This is an optimization exercise on Yosys and OpenROAD, whose aim is a short achievable clock period and few clock cycles per item, not a production implementation. RTL that was checked went through simulation tests only; none was proved equivalent to the original. Function not checked in run 1: the RTL went through the layout flow alone. In every run shown here, the design's own scripts or RTL, not TritonCTS, make the clock network. The flow treats the clock pin as an ideal source. Dropping or thinning the clock tree relies on that and would not hold on a real chip. Power and IR drop assume default switching activity.

==> flow/design.v (outline; a module is shown in full before it is edited, if it fits) <==
// module ook_encoder: 953 lines
// module ook_decoder: 7465 lines
// module fht8v_ook_codec: 34 lines
module fht8v_ook_codec (
  input  wire        clk,
  input  wire        rst,
  input  wire        enc_in_valid,
  output wire        enc_in_ready,
  input  wire [47:0] enc_in_msg,
  output wire        enc_out_valid,
  input  wire        enc_out_ready,
  output wire [7:0]  enc_out_byte,
  output wire        enc_out_last,
  input  wire        dec_in_valid,
  output wire        dec_in_ready,
  input  wire [7:0]  dec_in_byte,
  input  wire        dec_in_last,
  input  wire        dec_in_strict,
  output wire        dec_out_valid,
  input  wire        dec_out_ready,
  output wire [47:0] dec_out_msg,
  output wire [1:0]  dec_out_err
);
  // ...
==> flow/flow/run.sh <==
#!/bin/bash
set -euo pipefail
export PRE_CTS_TCL="$PWD/flow/mytree.tcl"
export MT_GROUP=24
export MT_ROOTS=4
export MT_BUF=sky130_fd_sc_hd__buf_12
bash standard.sh > standard_flow.log 2>&1
==> flow/flow/mytree.tcl <==
rename clock_tree_synthesis __triton_cts
proc mt_split {items ngroups} {
  # split items ({iterm x y}) into ngroups groups of about equal size by
  # cutting at the median of the longer side, recursively
  if {$ngroups <= 1} { return [list $items] }
  set xs [lmap i $items {lindex $i 1}]
  set ys [lmap i $items {lindex $i 2}]
  set dx [expr {[tcl::mathfunc::max {*}$xs] - [tcl::mathfunc::min {*}$xs]}]
  set dy [expr {[tcl::mathfunc::max {*}$ys] - [tcl::mathfunc::min {*}$ys]}]
  set idx [expr {$dx >= $dy ? 1 : 2}]
  set sorted [lsort -integer -index $idx $items]
  set n [llength $sorted]
  set left [expr {$ngroups / 2}]
  set cut [expr {int(round(double($n) * $left / $ngroups))}]
  return [concat [mt_split [lrange $sorted 0 [expr {$cut - 1}]] $left] \
                 [mt_split [lrange $sorted $cut end] [expr {$ngroups - $left}]]]
}
proc mt_center {items} {
  set sx 0; set sy 0
  foreach s $items { set sx [expr {$sx + [lindex $s 1]}]; set sy [expr {$sy + [lindex $s 2]}] }
  set n [llength $items]
  return [list [expr {int($sx / $n)}] [expr {int($sy / $n)}]]
}
proc mt_buf {block master name innet outnet x y} {
  set inst [odb::dbInst_create $block $master $name]
  [$inst findITerm A] connect $innet
  [$inst findITerm X] connect $outnet
  $inst setLocation $x $y
  $inst setPlacementStatus PLACED
  return $inst
}
proc clock_tree_synthesis {args} {
  set gmax $::env(MT_GROUP)
  set nroots $::env(MT_ROOTS)
  set block [ord::get_db_block]
  set db [ord::get_db]
  set master [$db findMaster $::env(MT_BUF)]
  set clk [$block findNet clk]
  set items {}
  foreach it [$clk getITerms] {
    set bb [[$it getInst] getBBox]
    lappend items [list $it [expr {([$bb xMin] + [$bb xMax]) / 2}] [expr {([$bb yMin] + [$bb yMax]) / 2}]]
  }
  set n [llength $items]
  set nleaves [expr {int(ceil(double($n) / $gmax))}]
  # leaves per root, rounded up to a whole number per root
  set per [expr {int(ceil(double($nleaves) / $nroots))}]
  set nleaves [expr {$per * $nroots}]
  set regions [mt_split $items $nroots]
  puts "mytree: $n sinks, $nroots roots, $per leaves per root"
  set li 0
  set ri 0
  foreach reg $regions {
    set rnet [odb::dbNet_create $block clknet_root_$ri]
    $rnet setSigType CLOCK
    set groups [mt_split $reg $per]
    set leafpos {}
    foreach g $groups {
      set net [odb::dbNet_create $block clknet_leaf_$li]
      $net setSigType CLOCK
      foreach s $g {
        set it [lindex $s 0]
        $it disconnect
        $it connect $net
      }
      lassign [mt_center $g] gx gy
      mt_buf $block $master cts_leaf_$li $rnet $net $gx $gy
      lappend leafpos [list {} $gx $gy]
      puts "mytree: root $ri leaf $li: [llength $g] sinks at [expr {$gx / 1000.0}] [expr {$gy / 1000.0}]"
      incr li
    }
    lassign [mt_center $leafpos] rx ry
    mt_buf $block $master cts_root_$ri $clk $rnet $rx $ry
    incr ri
  }
  $clk setSigType CLOCK
  set_propagated_clock [all_clocks]
}
==> flow/standard.sh <==
#!/bin/bash
# synth_recipe.tcl (not shown) runs the flow's synth.tcl, then flattens the netlist and writes it again
# the make line also repeats each setting of config.mk as NAME=value (left out here)
make -C /OpenROAD-flow-scripts/flow DESIGN_CONFIG=/design/flow/config.mk WORK_HOME=/design/flow/orfs CLKGATE_MAP_FILE= SYNTH_SCRIPT=/design/flow/synth_recipe.tcl "${@:-finish}"
==> flow/config.mk <==
export PLATFORM = sky130hd
export DESIGN_NAME = fht8v_ook_codec
export DESIGN_NICKNAME = fht8v_ook_codec
export VERILOG_FILES = /design/flow/design.v
export SDC_FILE = /design/flow/constraint.sdc
export NUM_CORES = 4
export LEC_CHECK = 0
export ABC_CLOCK_PERIOD_IN_PS = 1500
export CAP_MARGIN = 20
export CORE_MARGIN = 2
export CORE_UTILIZATION = 55
export CTS_BUF_LIST = sky130_fd_sc_hd__clkbuf_16 sky130_fd_sc_hd__clkbuf_8
export CTS_CLUSTER_DIAMETER = 60
export CTS_CLUSTER_SIZE = 24
export SETUP_SLACK_MARGIN = 3.3
export SLEW_MARGIN = 20
==> flow/constraint.sdc <==
create_clock -name core_clock -period 5.0 [get_ports {clk}]
set_input_delay 1.0000 -clock core_clock [delete_from_list [all_inputs] [get_ports {clk}]]
set_output_delay 1.0000 -clock core_clock [all_outputs]
set_load 0.01 [all_outputs]
==> impl_metrics.yaml, run 1 <==
clock_tree:
  postCtsHoldBufs: 0
  clk_latency_ps: 320
  cts-resized-gates: 505
finish:
  final_cell_mix: "edfxtp_1 (265), dfxtp_1 (246), mux2i_1 (182)"
  largest_register: "u_dec.qmsg"
  n_fill_cell: 3057
  largest_reg_flops: 96
  regArea_sq_um: 14300
  stdcell_area_sq_um: 28000
  fin_cells: 2607
  nMultiInputCombCells: 1159
yosys:
  synth_top_area_frac: 0.345
  synth_edf_count: 265
  synth_flop_cell: "dfxtp_1"
  synth_top_family_by_area: "multiplexers"
  ys_seq_elements: 577
  synthArstFlopShare: 0
hold_path:
  hold_class: "register to register"
  hold_path_depth: 0
sta:
  layout_min_cycle_time_ps: 1880
  hold_viol_final: 0
power:
  pg_clk_mw: 2.42
  p_clk_frac: 0.278
  p_leak_nw: 10.2
  ir_worst_vdd_mv: 0.205
  total_power_mw: 8.72
floorplan:
  die_x_um: 209
  start_util: 0.560
  rows: 74
setup_path:
  worst_r2r_path_depth: 7
  worstPathArrival_ps: 2090
  crit_fanout: 7
  cp-startpoint: "dec_out_ready"
drt:
  wl_met1_mm: 24.3
  firstDrtPassIters: 7
  antenna_left: 0
  dr_total_vias: 14935
grt:
  antenna_found_initial: 0
  grt_pass1_vias: 14608
  gr-max-usage-layer: "met2"
  track_usage: 0.230
place:
  io_buffers: 126
run_status:
  status: "complete, no violations"
==> run 2, diff against run 1 <==
--- a/flow/design.v
+++ b/flow/design.v
@@ -8235,16 +8235,17 @@
   reg [5:0]  nby;                  
   reg        par;
   reg        d4v, d4l, d4q1, d4q2, d4d1, d4d2, d4f1, d4k1, d4f2, d4k2;
   reg [1:0]  d4e;
   reg        done;
   reg [47:0] msg;
   reg        rv;                   
   reg        rempty;               
+  reg        rfull;                
   reg [47:0] rmsg;
   reg [1:0]  rerr;
   reg [47:0] qmsg [0:QN-1];
   reg [1:0]  qerr [0:QN-1];
   reg [1:0]  qcnt;                 
   reg        wp, rp;
   reg [2:0]  pend;                 
   assign res_valid = rv;
@@ -8382,44 +8383,39 @@
   wire qfree = !qcnt[1];
   wire qpop  = (rempty || res_ready) && qcnt[0];
   always @(posedge clk) begin
     if (qfree) begin
       qmsg[wp] <= r6m;
       qerr[wp] <= r6e;
     end
     if (rst) begin
-      rv <= 1'b0; rempty <= 1'b1; qcnt <= 2'd0; wp <= 1'b0; rp <= 1'b0;
+      rv <= 1'b0; rempty <= 1'b1; rfull <= 1'b0; qcnt <= 2'd0; wp <= 1'b0; rp <= 1'b0;
+      rmsg <= 48'd0; rerr <= E_OK;
     end else begin
       if (rempty || res_ready) begin
         rv     <= qcnt[0];
         rempty <= !qcnt[0];
+        rmsg[47:24] <= qmsg[rp][47:24];
+      end
+      if (!rfull || res_ready) begin
+        rfull       <= qcnt[0];
+        rmsg[23:0]  <= qmsg[rp][23:0];
+        rerr        <= qerr[rp];
       end
       if (qpop)
         rp <= !rp;
       if (r6v)
         wp <= !wp;
       if (r6v && !qpop)
         qcnt <= {qcnt[0], 1'b1};
       else if (!r6v && qpop)
         qcnt <= {1'b0, qcnt[1]};
     end
   end
-  reg  [49:0] nhold;
-  wire [49:0] rhead = {qmsg[rp], qerr[rp]};
-  wire [49:0] rkeep = rempty ? rhead : ~nhold;
-  always @(posedge clk) begin
-    if (rst) begin
-      {rmsg, rerr} <= 50'd0;
-      nhold        <= {50{1'b1}};
-    end else begin
-      {rmsg, rerr} <= res_ready ? rhead : rkeep;
-      nhold        <= ~(res_ready ? rhead : rkeep);
-    end
-  end
 endmodule
 module fht8v_ook_codec (
   input  wire        clk,
   input  wire        rst,
   input  wire        enc_in_valid,
   output wire        enc_in_ready,
   input  wire [47:0] enc_in_msg,
   output wire        enc_out_valid,
--- a/flow/config.mk
+++ b/flow/config.mk
@@ -7,10 +7,10 @@
 export LEC_CHECK = 0
 export ABC_CLOCK_PERIOD_IN_PS = 1500
 export CAP_MARGIN = 20
 export CORE_MARGIN = 2
 export CORE_UTILIZATION = 55
 export CTS_BUF_LIST = sky130_fd_sc_hd__clkbuf_16 sky130_fd_sc_hd__clkbuf_8
 export CTS_CLUSTER_DIAMETER = 60
 export CTS_CLUSTER_SIZE = 24
-export SETUP_SLACK_MARGIN = 3.3
+export SETUP_SLACK_MARGIN = 3.5
 export SLEW_MARGIN = 20
==> run 2 against run 1 <==
Compared with the run above: die area decreased by 5.8%; via count increased by 13%; synthesized cell count increased by 1.6%; sequential power decreased by 6.3%; flip-flop and latch count decreased by 49; critical path depth decreased by 8; setup slack improved by 77 ps; combinational power increased by 85%; core utilization increased by 9.9 points; design area increased by 8.0%; total power increased by 2.5%; first-iteration DRC count increased by 38%; highest routed layer is now met5.
==> impl_metrics.yaml, run 2 <==
run_status:
  status: "complete, no violations"
place:
  placed_cell_area_sq_um: 23400
  gp_congestion: 0.876
  dp.cells: 2491
  io_buffers: 126
  hpwl_mm: 25.6
drt:
  vias_per_cell: 6.02
  firstDrtPassIters: 6
  met2_length_mm: 30.9
  wire_per_inst_um: 22.1
  dr.max_layer_used: "met5"
  wl_mm: 62.1
  dr_total_vias: 16903
  met3_length_mm: 4.19
  drc: 0
  antenna_left: 0
  drtIter0Drc: 1367
  wl_met1_mm: 24.6
grt:
  grt_pass1_vias: 15651
  grt_overflow_total: 0
  grt_max_degree: 51
  track_usage: 0.255
  grt_pass1_wl_mm: 84.7
  antenna_found_initial: 1
sta:
  clock_skew_ps: 24.2
  rsz0062_at_grt: "yes"
  period_share: 0.360
  final-setup-viol-count: 0
  final_max_slew_viol_count: 0
  fmax_mhz: 556
  max_slew.worst_pin.slew_ps: 650
  relSlewSlack: 0.566
  layout_min_cycle_time_ps: 1800
  hold_viol_final: 0
  tns_ps: 0
setup_path:
  critPathTopFamily: "flip-flops"
  crit_chain: "buf_6"
  crit_fanout: 2
  path_class: "register to output port"
  critPathBufInv: 1
  worstPathArrival_ps: 800
  crit_path_start_kind: "register"
  crit_required_ps: 4000
  critical-path-max-stage-delay_ps: 370
  end_kind: "output port"
  slowest_stage: "dfxtp_4"
yosys:
  ys_seq_area_frac: 0.610
  synth_compound_area_frac: 0.107
  post_synth_num_cell_types: 70
  synth_nets: 2044
  synth_mux_area_frac: 0.0852
  synth_area_per_cell_sq_um: 11.0
  synth-xor-area-share: 0.0197
  synth-simple-area-share: 0.140
  synth_flop_cell: "edfxtp_1"
  syn_inst: 1974
  synthTopCellsByCount: "nand2_1 (289), edfxtp_1 (265), nor2_1 (264)"
  synth.most_common_cell: "nand2_1"
  synth_edf_count: 265
  synth_area_leaders: "edfxtp_1 (37%), dfxtp_1 (24%), mux2i_1 (5.9%)"
  syn_area_sq_um: 21700
  yosysWarnings: 2
  synthAdderAreaFrac: 0.00393
  synthArstFlopShare: 0
  ys_seq_elements: 528
  synth_area_leader_cell: "edfxtp_1"
  synth_top_family_by_area: "simple AND/OR/NAND/NOR gates"
  synth_top_area_frac: 0.367
finish:
  areaGrowthSynthToFinish_pct: 39.7
  n_fill_cell: 2332
  final_nets: 2361
  fin_cells: 2807
  drive_gt1_frac: 0.416
  stdcell_area_sq_um: 30300
  largest_reg_flops: 96
  final_cell_mix: "edfxtp_1 (265), nand2_1 (214), dfxtp_1 (164)"
  layout_commonest_cell: "edfxtp_1"
  top_regs: "u_dec.qmsg (96), u_enc.vbody (53), u_enc.body (51)"
  largest_register: "u_dec.qmsg"
  n_antenna_cell: 0
power:
  power_density_nw_per_um2: 295
  p_leak_nw: 10.7
  ir_worst_vdd_mv: 0.261
floorplan:
  core-area_sq_um: 38700
  die_h_um: 202
  rows: 72
  die_x_um: 202
  dieArea_sq_um: 41000
  ioPinCount: 127
  start_util: 0.559
flow_run:
  drv_cap: 0
clock_tree:
  clk_latency_ps: 320
  clkTransAtPathRegs_ps: 90
hold_path:
  hold_class: "register to register"
[run 2: cell types whose count changed after synthesis, moves of 18 or more]
cell,before,now
a211oi_1,108,59
a31oi_1,8,105
dfxtp_1,312,263
inv_1,72,23
mux2i_1,200,127
nand2_1,157,289
nor2_1,124,264
nor2b_1,72,13
o211ai_1,53,5
o21ai_0,42,24
o21ai_1,39,2
[run 2: where the power goes]
| group | leakage, nW | switching (mW) | total, mW | internal, mW |
|---|---|---|---|---|
| sequential | 4.56 | 0.235 | 5.03 | 4.79 |
| combinational | 5.87 | 0.855 | 1.72 | 0.867 |
| clock | 0.263 | 1.30 | 2.19 | 0.885 |
[run 2: kinds of logic after synthesis]
kind of cell,Yosys count
buffers and inverters,163
xor gates and xnor gates,48
adders and majority gates,7
and+or+nand+nor,698
AOI/OAI and AO/OA,352
DFF,528
muxes,178
[run 2: layer usage]
layer / vias to the layer above / track usage
met5: - / 0
met4: 2 / 0.0717
met3: 161 / 0.0201
met2: 708 / 0.443
met1: 8275 / 0.347
li1: 7757 / -
[run 2: layout make-up]
cell class / instances / area (sq um) / area share
buffer: 28 / 561 / 0.0185
inverter: 26 / 136 / 0.00451
multi-input combinational: 1320 / 10800 / 0.356
sequential: 528 / 13400 / 0.444
tap: 518 / 648 / 0.0214
timing repair buffer: 379 / 4610 / 0.152
timing repair inverter: 8 / 104 / 0.00343
[run 2: worst paths after layout]
| kind | slack, ps | depth (start not counted) | endpoint | start |
|---|---|---|---|---|
| min reg2reg | 330 | 0 | u_dec.d3e[1] | u_dec.d2e[1] |
| max | 3200 | 1 | enc_out_valid | u_enc.out_valid |
| min | 330 | 0 | u_dec.d3e[1] | u_dec.d2e[1] |
| max reg2reg | 3250 | 7 | u_dec.qmsg[0][0] | u_dec.d4d1 |
[run 2: timing repair]
item | CTS | global route
hold buffers | 0 | 0
buffers inserted | 135 | 73
resized for setup | 687 | 455
endpoints found under the setup margin | 638 | 544
pin swaps | 39 | 158
cloned | 50 | 30
[run 2: per-stage QoR]
step | total power, mW | setup WS (ps) | hold WS, ps | util
after floorplan | 5.74 | 2980 | 310 | -
after global placement | 5.99 | 1490 | 310 | 0.604
after detailed placement | 6.02 | 1340 | 312 | 0.604
after CTS | 8.49 | 3190 | 329 | 0.702
after global routing | 9.22 | 3180 | 337 | 0.781
final | 8.94 | 3200 | 330 | 0.781
Testbench counts of run 2, summed over its fixed seeds: cycles 33,894, items 768.
==> run 3, diff against run 2 <==
--- a/flow/config.mk
+++ b/flow/config.mk
@@ -14,3 +14,3 @@
 export CTS_CLUSTER_SIZE = 24
-export SETUP_SLACK_MARGIN = 3.5
+export SETUP_SLACK_MARGIN = 3.3
 export SLEW_MARGIN = 20
==> run 3 against run 2 <==
Compared with the run above: area after synthesis stayed put; worst hold slack better by 4.4 ps; via count fell by 12%; wire length is 24% lower; critical path depth did not move; first-iteration DRC count is 24% lower; highest routed layer is now met4; combinational power shrank 37%; synthesized cell count is the same.
==> impl_metrics.yaml, run 3 <==
run_status:
  status: "complete, no violations"
finish:
  drive_gt1_frac: 0.187
  largest_reg_flops: 96
  final_nets: 2150
  areaGrowthSynthToFinish_pct: 15.7
  layout_commonest_cell: "nand2_1"
  largest_register: "u_dec.qmsg"
  top_regs: "u_dec.qmsg (96), u_enc.vbody (53), u_enc.body (51)"
  stdcell_area_sq_um: 25100
  n_antenna_cell: 0
  final_cell_mix: "nand2_1 (285), edfxtp_1 (265), nor2_1 (260)"
  n_fill_cell: 3044
sta:
  relSlewSlack: 0.488
  tns_ps: 0
  final-setup-viol-count: 0
  rsz0062_at_grt: "yes"
  final_max_slew_viol_count: 0
  fmax_mhz: 555
  max_slew.worst_pin.slew_ps: 753
  period_share: 0.360
  layout_min_cycle_time_ps: 1800
  hold_viol_final: 0
  clock_skew_ps: 13.0
setup_path:
  crit_path_start_kind: "register"
  critPathBufInv: 1
  path_class: "register to output port"
  crit_chain: "buf_6"
  end_kind: "output port"
  critical-path-max-stage-delay_ps: 380
  slowest_stage: "dfxtp_2"
  worstPathArrival_ps: 800
  reg2reg_slack_ps: 3340
  crit_required_ps: 4000
  r2r_start: "u_enc.sv"
  critPathTopFamily: "flip-flops"
  crit_fanout: 2
  worst_r2r_path_depth: 5
  worst_r2r_endpoint: "u_enc.body[41]"
drt:
  dr_total_vias: 14946
  drtIter0Drc: 1045
  drc: 0
  firstDrtPassIters: 5
  vias_per_cell: 5.76
  wire_per_inst_um: 18.3
  antenna_left: 0
  wl_mm: 47.4
yosys:
  synth_edf_count: 265
  ys_seq_area_frac: 0.610
  syn_area_sq_um: 21700
  synth_top_area_frac: 0.367
  syn_inst: 1974
  synth_area_leader_cell: "edfxtp_1"
  synth_nets: 2044
  post_synth_num_cell_types: 70
  synth.most_common_cell: "nand2_1"
  synth_area_leaders: "edfxtp_1 (37%), dfxtp_1 (24%), mux2i_1 (5.9%)"
  synth_flop_cell: "edfxtp_1"
  synthArstFlopShare: 0
  ys_seq_elements: 528
  synth_area_per_cell_sq_um: 11.0
  yosysWarnings: 2
  synthTopCellsByCount: "nand2_1 (289), edfxtp_1 (265), nor2_1 (264)"
floorplan:
  die_h_um: 202
  rows: 72
  dieArea_sq_um: 41000
  die_x_um: 202
  ioPinCount: 127
  core-area_sq_um: 38700
  start_util: 0.559
place:
  io_buffers: 126
  hpwl_mm: 26.2
  placed_cell_area_sq_um: 23200
  gp_congestion: 0.839
grt:
  track_usage: 0.219
  grt_max_degree: 69
  grt_pass1_wl_mm: 73.8
  antenna_found_initial: 0
  grt_overflow_total: 0
  grt_pass1_vias: 14331
clock_tree:
  postCtsHoldBufs: 0
  clk_latency_ps: 300
  clkTransAtPathRegs_ps: 90
power:
  power_density_nw_per_um2: 328
  ir_worst_vdd_mv: 0.182
  p_leak_nw: 8.85
flow_run:
  drv_cap: 0
hold_path:
  hold_start: "u_dec.d2e[1]"
  holdPathEnd: "u_dec.d3e[1]"
  hold_path_depth: 0
  hold_class: "register to register"
-- run 3: cell counts after synthesis --
No cell type changed its count.
-- run 3: how the worst max path moves through the flow --
stage / startpoint / slack [ps] / end / cells after the start
after global placement: u_enc.act / 1890 / u_enc.body[16] / 4
after global routing: u_enc.out_last / 3180 / enc_out_last / 1
final: u_dec.rmsg[30] / 3200 / dec_out_msg[30] / 1
after floorplan: enc_out_ready / 2980 / u_enc.sb[0] / 4
after detailed placement: u_enc.act / 1830 / u_enc.body[17] / 4
after CTS: u_enc.out_byte[6] / 3200 / enc_out_byte[6] / 1
-- run 3: metrics by stage --
stage                     total power [mW]  utilization  instances  setup WS, ps  hold WS (ps)
final                                 8.22        0.647       2596          3200           334
after global routing                  8.56        0.647       2596          3180           346
after CTS                             8.25        0.636       2576          3200           333
after detailed placement              6.00        0.598       2495          1830           312
after global placement                5.98        0.598       2495          1890           312
after floorplan                       5.69            -       1974          2980           310
-- run 3: cells by family after synthesis --
| group | Yosys count | share of synthesized area |
|---|---|---|
| AND/OR/NAND/NOR | 698 | 0.140 |
| flip-flops | 528 | 0.610 |
| AO/OA/AOI/OAI | 352 | 0.107 |
| multiplexers | 178 | 0.0852 |
| buffers and inverters | 163 | 0.0334 |
| XOR/XNOR | 48 | 0.0197 |
| adder cells (fa/ha/maj) | 7 | 0.00393 |
-- run 3: final cells by class --
class,instances,area [sq um],share of cell area
Buffer,28,561,0.0224
Sequential cell,528,13400,0.534
Timing Repair Buffer,195,2180,0.0869
Inverter,26,114,0.00454
Tap cell,518,648,0.0259
Timing Repair inverter,4,41.3,0.00165
Multi-Input combinational cell,1297,8130,0.324
-- run 3: where the power goes --
part	leakage (nW)	switching (mW)	internal [mW]
sequential	4.55	0.194	4.80
combinational	4.04	0.564	0.518
clock	0.263	1.27	0.885
total	8.85	2.02	6.20
-- run 3: timing repair --
action,in CTS,in global routing
gates cloned,14,9
buffers inserted,39,11
resized for setup,459,54
pin swaps,9,13
endpoints found under the setup margin,553,194
-- run 3: layer usage --
layer,part of all wire,global-route usage
met2,0.50,0.388
met3,0.043,0.0157
met5,0,0
met4,0.022,0.0516
met1,0.44,0.295
-- run 3: worst register-to-register path: cells and delay by family (launching register included) --
family                 cells  cell delay [ps]
buffers and inverters      2              350
DFF                        1              380
AOI/OAI and AO/OA          1               60
and+or+nand+nor            2              600

## static timing again, ports no longer ideal
The results above use ideal ports. As a check the final layouts listed here were re-extracted and re-timed, cells and wires unchanged.
Step 1, drivers: a clkbuf_16 drives clk and a buf_2 each remaining input, both assumed.
Step 2 also shifts input and output timing later by t, the mid clock arrival at the registers, as if the neighbouring blocks saw the same clock.
a / b / c = no drivers / after step 1 / after step 2; a / b = the first two.
| run | t, ns | slack for setup (ns) | worst hold slack (ns) | clock arrival spread, ns | worst slew at a driven data input, ns |
|---|---|---|---|---|---|
| run 1 | 0.438 | 3.125 / 3.076 / 2.743 | 0.330 / 0.330 / 0.330 | 0.025 / 0.024 | 0.15 |
| run 2 | 0.420 | 3.202 / 3.088 / 2.965 | 0.330 / 0.330 / 0.330 | 0.027 / 0.027 | 0.19 |
| run 3 | 0.415 | 3.199 / 3.082 / 2.991 | 0.334 / 0.334 / 0.334 | 0.017 / 0.017 | 0.05 |
After both steps every run listed still meets setup and hold. For run 1, which loses most, drivers alone change the setup slack by -0.049 ns; drivers and shift together by -0.382 ns.
